This is an optimization exercise on Yosys and OpenROAD, whose aim is small area, not a production implementation. The RTL was checked by simulation tests, not by an equivalence proof against the original design.

==> inputs of run G <==
// dcs_decoder
module dcs_decoder (
    input  wire        clk,
    input  wire        rst_n,
    input  wire [15:0] cfg_alpha,
    input  wire [25:0] cfg_spb,
    input  wire        in_valid,
    output wire        in_ready,
    input  wire [15:0] in_sample,
    output reg         out_valid,
    output wire        out_bnd,
    output wire        out_bit,
    output reg         out_found,
    output wire [8:0]  out_code,
    output wire        out_inv,
    output reg         out_event
);
    localparam [11:0] NUDGE_K = 12'd3277;
    localparam [10:0] SC      = 11'h38a;    
    reg  [4:0]         mc;           
    reg  [4:0]         pc;           
    reg  [26:0]        pacc;         
    reg  [21:0]        nudge;
    reg  [23:0]        y;
    reg                prev_pos, prev_neg;
    reg  [26:0]        phase;
    reg                lt;
    reg  [23:0]        acc_lo;       
    reg  [11:0]        acc_hi;
    reg                acc_inc, acc_dec;
    reg  [22:0]        win;          
    reg                bnd;
    reg  [10:0]        sa, sb;
    reg  [11:0]        e;            
    reg                va;           
    reg  [8:0]         last_code;    
    reg                last_inv;
    reg  [7:0]         counter;
    wire mstart = (mc == 5'd0) && in_valid && ((pc == 5'd0) || (pc >= 5'd13));
    wire accept = (mc == 5'd16);
    assign in_ready = accept;
    assign out_bnd  = bnd;
    assign out_bit  = win[22];
    assign out_code = last_code;
    assign out_inv  = last_inv;
    wire [15:0] alpha_r = {cfg_alpha[14:0], cfg_alpha[15]};   
    wire        abit    = alpha_r[mc[3:0]];               
    wire [15:0] k_r     = {2'b00, NUDGE_K, 2'b00};        
    wire        kbit    = k_r[pc[3:0]];                   
    reg  [27:0] opnd;
    always @(*) begin
        if (mc != 5'd0)
            opnd = abit ? {{4{in_sample[15]}}, in_sample, 8'h00} : {{4{y[23]}}, y};
        else if (pc == 5'd1)
            opnd = {4'd0, acc_lo};
        else
            opnd = kbit ? {2'b00, cfg_spb} : 28'd0;
    end
    wire [27:0] sum;
  ...
==> flow/config.mk <==
export PLATFORM = sky130hd
export DESIGN_NAME = dcs_decoder
export DESIGN_NICKNAME = dcs_decoder
export VERILOG_FILES = /design/flow/design.v
export SDC_FILE = /design/flow/constraint.sdc
export NUM_CORES = 4
export LEC_CHECK = 0
export ABC_AREA = 1
export CAP_MARGIN = 20
export CORE_MARGIN = 2
export CORE_UTILIZATION = 50
export CTS_BUF_LIST = sky130_fd_sc_hd__clkbuf_8
export CTS_CLUSTER_DIAMETER = 80
export CTS_CLUSTER_SIZE = 16
export PLACE_DENSITY = 0.6
export SLEW_MARGIN = 20
export SYNTH_MEMORY_MAX_BITS = 65536
==> flow/constraint.sdc <==
create_clock -name core_clock -period 15.0 [get_ports {clk}]
set_input_delay 3.0000 -clock core_clock [delete_from_list [all_inputs] [get_ports {clk}]]
set_output_delay 3.0000 -clock core_clock [all_outputs]
set_load 0.01 [all_outputs]
standard.sh (not shown) runs the stock make flow with config.mk's settings and CLKGATE_MAP_FILE= SYNTH_SCRIPT=/design/flow/synth_recipe.tcl, a recipe that flattens the netlist after the stock synthesis.
==> flow/flow/run.sh <==
#!/bin/bash
# Layout flow: the standard flow (standard.sh, the standard synthesis and
# ORFS steps) with one change: the port buffers that global placement inserts
# on every input and output are the platform's smallest buffer (buf_1)
# instead of the cell buffer_ports picks by default. The full make output is
# in flow_make.log; each ORFS step's log is under orfs/logs/.
set -euo pipefail
bash standard.sh "BUFFER_PORTS_ARGS=-buffer_cell sky130_fd_sc_hd__buf_1" finish > flow_make.log 2>&1
==> inputs of run Z, as changes to run G <==
--- a/flow/design.v
+++ b/flow/design.v
@@ -770,18 +770,18 @@
     reg                bnd;
     reg  [10:0]        sa, sb;
     reg  [11:0]        e;            
     reg                va;           
     reg  [8:0]         last_code;    
     reg                last_inv;
     reg  [7:0]         counter;
     wire mstart = (mc == 5'd0) && in_valid && ((pc == 5'd0) || (pc >= 5'd13));
-    wire accept = (mc == 5'd16);
-    assign in_ready = accept;
+    wire accept = (mc == 5'd16) && in_valid;
+    assign in_ready = (mc == 5'd16);
     assign out_bnd  = bnd;
     assign out_bit  = win[22];
     assign out_code = last_code;
     assign out_inv  = last_inv;
     wire [15:0] alpha_r = {cfg_alpha[14:0], cfg_alpha[15]};   
     wire        abit    = alpha_r[mc[3:0]];               
     wire [15:0] k_r     = {2'b00, NUDGE_K, 2'b00};        
     wire        kbit    = k_r[pc[3:0]];                   
@@ -893,19 +893,19 @@
             bnd       <= 1'b0;
             sa        <= 11'd0;
             sb        <= 11'd0;
             last_code <= 9'd0;
             last_inv  <= 1'b0;
             counter   <= 8'd0;
         end else begin
             out_valid <= (pc == 5'd27);
-            if (mstart || (mc != 5'd0 && !accept))
+            if (mstart || (mc != 5'd0 && mc != 5'd16))
                 mc <= mc_inc;
-            else if (accept)
+            else
                 mc <= 5'd0;
             if (accept)
                 pc <= 5'd1;
             else if (pc == 5'd27)
                 pc <= 5'd0;
             else if (pc != 5'd0)
                 pc <= pc_inc;
             if (accept)
==> flow/config.mk (replaced) <==
export PLATFORM = sky130hd
export DESIGN_NAME = dcs_decoder
export DESIGN_NICKNAME = dcs_decoder
export VERILOG_FILES = /design/flow/design.v
export SDC_FILE = /design/flow/constraint.sdc
export NUM_CORES = 4
export LEC_CHECK = 0
export ABC_AREA = 1
export CAP_MARGIN = 20
export CORE_MARGIN = 2
export CORE_UTILIZATION = 65
export CTS_BUF_LIST = sky130_fd_sc_hd__clkbuf_8
export CTS_CLUSTER_DIAMETER = 80
export CTS_CLUSTER_SIZE = 16
export PLACE_DENSITY = 0.75
export SLEW_MARGIN = 20
export SYNTH_MEMORY_MAX_BITS = 65536
==> inputs of run R, as changes to run G <==
--- a/flow/design.v
+++ b/flow/design.v
@@ -770,18 +770,18 @@
     reg                bnd;
     reg  [10:0]        sa, sb;
     reg  [11:0]        e;            
     reg                va;           
     reg  [8:0]         last_code;    
     reg                last_inv;
     reg  [7:0]         counter;
     wire mstart = (mc == 5'd0) && in_valid && ((pc == 5'd0) || (pc >= 5'd13));
-    wire accept = (mc == 5'd16);
-    assign in_ready = accept;
+    wire accept = (mc == 5'd16) && in_valid;
+    assign in_ready = (mc == 5'd16);
     assign out_bnd  = bnd;
     assign out_bit  = win[22];
     assign out_code = last_code;
     assign out_inv  = last_inv;
     wire [15:0] alpha_r = {cfg_alpha[14:0], cfg_alpha[15]};   
     wire        abit    = alpha_r[mc[3:0]];               
     wire [15:0] k_r     = {2'b00, NUDGE_K, 2'b00};        
     wire        kbit    = k_r[pc[3:0]];                   
@@ -893,19 +893,19 @@
             bnd       <= 1'b0;
             sa        <= 11'd0;
             sb        <= 11'd0;
             last_code <= 9'd0;
             last_inv  <= 1'b0;
             counter   <= 8'd0;
         end else begin
             out_valid <= (pc == 5'd27);
-            if (mstart || (mc != 5'd0 && !accept))
+            if (mstart || (mc != 5'd0 && mc != 5'd16))
                 mc <= mc_inc;
-            else if (accept)
+            else
                 mc <= 5'd0;
             if (accept)
                 pc <= 5'd1;
             else if (pc == 5'd27)
                 pc <= 5'd0;
             else if (pc != 5'd0)
                 pc <= pc_inc;
             if (accept)
--- a/flow/config.mk
+++ b/flow/config.mk
@@ -7,11 +7,12 @@
 export LEC_CHECK = 0
 export ABC_AREA = 1
 export CAP_MARGIN = 20
 export CORE_MARGIN = 2
 export CORE_UTILIZATION = 50
 export CTS_BUF_LIST = sky130_fd_sc_hd__clkbuf_8
 export CTS_CLUSTER_DIAMETER = 80
 export CTS_CLUSTER_SIZE = 16
+export GPL_TIMING_DRIVEN = 0
 export PLACE_DENSITY = 0.6
 export SLEW_MARGIN = 20
 export SYNTH_MEMORY_MAX_BITS = 65536
==> inputs of run H, as changes to run G <==
--- a/flow/design.v
+++ b/flow/design.v
@@ -764,18 +764,17 @@
     reg  [26:0]        phase;
     reg                lt;
     reg  [23:0]        acc_lo;       
     reg  [11:0]        acc_hi;
     reg                acc_inc, acc_dec;
     reg  [22:0]        win;          
     reg                bnd;
     reg  [10:0]        sa, sb;
-    reg  [11:0]        e;            
-    reg                va;           
+    reg  [23:0]        e;
     reg  [8:0]         last_code;    
     reg                last_inv;
     reg  [7:0]         counter;
     wire mstart = (mc == 5'd0) && in_valid && ((pc == 5'd0) || (pc >= 5'd13));
     wire accept = (mc == 5'd16);
     assign in_ready = accept;
     assign out_bnd  = bnd;
     assign out_bit  = win[22];
@@ -833,45 +832,49 @@
             t = {1'b0, m} ^ (m[0] ? 12'hC75 : 12'h000);
             divx = t[11:1];
         end
     endfunction
     wire [10:0] cin = (win[0] ^ bit_n) ? SC : 11'd0;   
     wire        rot = bnd && (pc >= 5'd3) && (pc <= 5'd25);
     wire        det;
     dcs_det u_det (.s((pc <= 5'd14) ? sa : sb), .d(det));
-    wire [8:0]  code  = e[8:0] ^ {9{e[11]}};
-    wire        inv   = e[11];
-    wire        known;
-    dcs_code_rom u_rom (.code(code), .known(known));
-    wire        ve    = (e[11] == e[10]) && (e[10] == e[9]) && known;
-    wire        found = va || ve;
-    wire        e_b   = (pc == 5'd15) ? !ve : !va;   
+    wire [11:0] dA, dB;
+    genvar gi;
+    generate
+        for (gi = 0; gi < 12; gi = gi + 1) begin : g_d
+            assign dA[gi] = win[11 + gi] ^ e[23 - gi];
+            assign dB[gi] = win[11 - gi] ^ e[gi];
+        end
+    endgenerate
+    wire [8:0]  cA = dA[8:0] ^ {9{dA[11]}};
+    wire [8:0]  cB = dB[8:0] ^ {9{dB[11]}};
+    wire        kA, kB;
+    dcs_code_rom u_rom_a (.code(cA), .known(kA));
+    dcs_code_rom u_rom_b (.code(cB), .known(kB));
+    wire        vA = (dA[11] == dA[10]) && (dA[10] == dA[9]) && kA;
+    wire        vB = (dB[11] == dB[10]) && (dB[10] == dB[9]) && kB;
+    wire        found = vA || vB;
+    wire [8:0]  code  = vA ? cA : cB;
+    wire        inv   = vA ? dA[11] : dB[11];
     wire        match = (code == last_code) && (inv == last_inv);
     wire [4:0]  mc_inc, pc_inc;
     dcs_rca #(.W(5)) u_mc (.a(mc), .b(5'd0), .ci(1'b1), .s(mc_inc), .co());
     dcs_rca #(.W(5)) u_pc (.a(pc), .b(5'd0), .ci(1'b1), .s(pc_inc), .co());
     wire [7:0]  counter_inc, counter_dec;
     dcs_rca #(.W(8)) u_cinc (.a(counter), .b(8'd0), .ci(1'b1), .s(counter_inc), .co());
     dcs_rca #(.W(8)) u_cdec (.a(counter), .b(8'hFF), .ci(1'b0), .s(counter_dec), .co());
     always @(posedge clk) begin
         if (mstart)
             pacc <= {{3{y[23]}}, y};
         else if (pc == 5'd1)
             pacc <= 27'd0;
         else
             pacc <= sum[27:1];
-        if (pc >= 5'd15 && pc <= 5'd26) begin
-            if (e_b)
-                e <= {e[10:0], det ^ win[11]};
-        end else begin
-            e <= {det ^ win[11], e[11:1]};
-        end
-        if (pc == 5'd15)
-            va <= ve;
+        e <= {e[22:0], det};
         if (pc == 5'd1) begin
             acc_inc <= !sum[27] && sum[24];
             acc_dec <= sum[27];
         end
         if (pc == 5'd3)
             lt <= !psum[27];
         if (accept) begin
             prev_pos <= y_pos;
@@ -922,19 +925,18 @@
                     acc_hi <= 12'd0;
                     win    <= {bit_n, win[22:1]};
                     sa     <= divx(sa ^ cin);
                     sb     <= mulx(sb) ^ cin;
                 end else begin
                     acc_hi <= acc_hi_n;
                 end
             end else if (rot) begin
-                sa  <= divx(sa);
-                sb  <= mulx(sb);
-                win <= {win[0], win[22:1]};
+                sa <= divx(sa);
+                sb <= mulx(sb);
             end
             if (pc == 5'd27 && bnd) begin
                 if (!found) begin
                     if (counter != 8'd0)
                         counter <= counter_dec;
                 end else if (!match) begin
                     last_code <= code;
                     last_inv  <= inv;
==> flow/run.sh (new file) <==
#!/bin/bash
# synth_recipe.tcl (not shown) runs the flow's synth.tcl, then flattens the netlist and writes it again
# the make line also repeats each setting of config.mk as NAME=value (left out here)
make -C /OpenROAD-flow-scripts/flow DESIGN_CONFIG=/design/flow/config.mk WORK_HOME=/design/flow/orfs CLKGATE_MAP_FILE= SYNTH_SCRIPT=/design/flow/synth_recipe.tcl finish
==> flow/config.mk (replaced) <==
export PLATFORM = sky130hd
export DESIGN_NAME = dcs_decoder
export DESIGN_NICKNAME = dcs_decoder
export VERILOG_FILES = /design/flow/design.v
export SDC_FILE = /design/flow/constraint.sdc
export NUM_CORES = 4
export LEC_CHECK = 0
export ABC_AREA = 1
export CAP_MARGIN = 20
export CORE_MARGIN = 2
export CORE_UTILIZATION = 65
export CTS_BUF_LIST = sky130_fd_sc_hd__clkbuf_8
export CTS_CLUSTER_DIAMETER = 80
export CTS_CLUSTER_SIZE = 16
export PLACE_DENSITY = 0.75
export SLEW_MARGIN = 20
export SYNTH_MEMORY_MAX_BITS = 65536
removed: flow/flow/run.sh
removed: flow/standard.sh
==> run_results.csv <==
group,metric,value,unit
run_status,status,"finished clean",
grt,grt_util_met2,0.460,
grt,antenna_found_initial,0,
logic_synthesis,postSynthAreaPerCell,7.62,µm²
layout,seq_cell_count,231,
die,die_h,170,µm
worst_setup_path,reg2reg_depth,44,
layout,num-fill-cells,2679,
That was run G.
==> run_results.csv <==
group,metric,value,unit
layout,num-fill-cells,2684,
logic_synthesis,synth_edf_count,40,
logic_synthesis,postSynthAreaPerCell,7.63,µm²
sta,fmax,0.0684,GHz
run_status,status,"finished clean",
routing,wirelength,40400,µm
layout,seq_cell_count,231,
grt,antenna_found_initial,2,
layout,multi_input_area_share,0.504,
That was run R.
==> run_results.csv <==
group,metric,value,unit
run_status,status,"finished clean",
grt,grt_util_met2,0.487,
worst_setup_path,reg2reg_depth,40,
layout,num-fill-cells,1732,
grt,antenna_found_initial,0,
logic_synthesis,postSynthAreaPerCell,7.54,µm²
That was run H.
==> run_results.csv <==
group,metric,value,unit
run_status,status,"finished clean",
layout,num-fill-cells,1719,
grt,antenna_found_initial,0,
worst_setup_path,reg2reg_depth,46,
die,die_h,150,µm
logic_synthesis,postSynthAreaPerCell,7.63,µm²
That was run Z.

-- port drivers added, routing unchanged --
How much do the figures lean on ideal ports? The routed layouts below were timed once more, with nothing changed but the port constraints.
Step 1: set_driving_cell puts a clkbuf_16 on clk and a buf_2 on each other input, an assumption about the parent block.
Step 2 moves the port delays by t, midway between the first and last clock arrival at a register: inputs arrive t later, outputs are due t later. That takes back most of the time a late clock gives input paths.
a / b / c = ideal / step 1 / step 2; a / b = the first two.
run	t, ns	setup WS [ns]	cell pins on the clock port's net
run G	0.580	0.615 / 0.642 / 0.062	1
run Z	0.562	0.532 / 0.542 / -0.020	1
run R	0.601	0.373 / 0.395 / -0.205	1
run H	0.582	0.378 / 0.398 / -0.184	1
Met with ideal ports but missed after step 2: setup timing in run Z, run R and run H. The setup slack of run R, which loses most, moves by +0.022 ns with the drivers and by -0.578 ns with both steps.
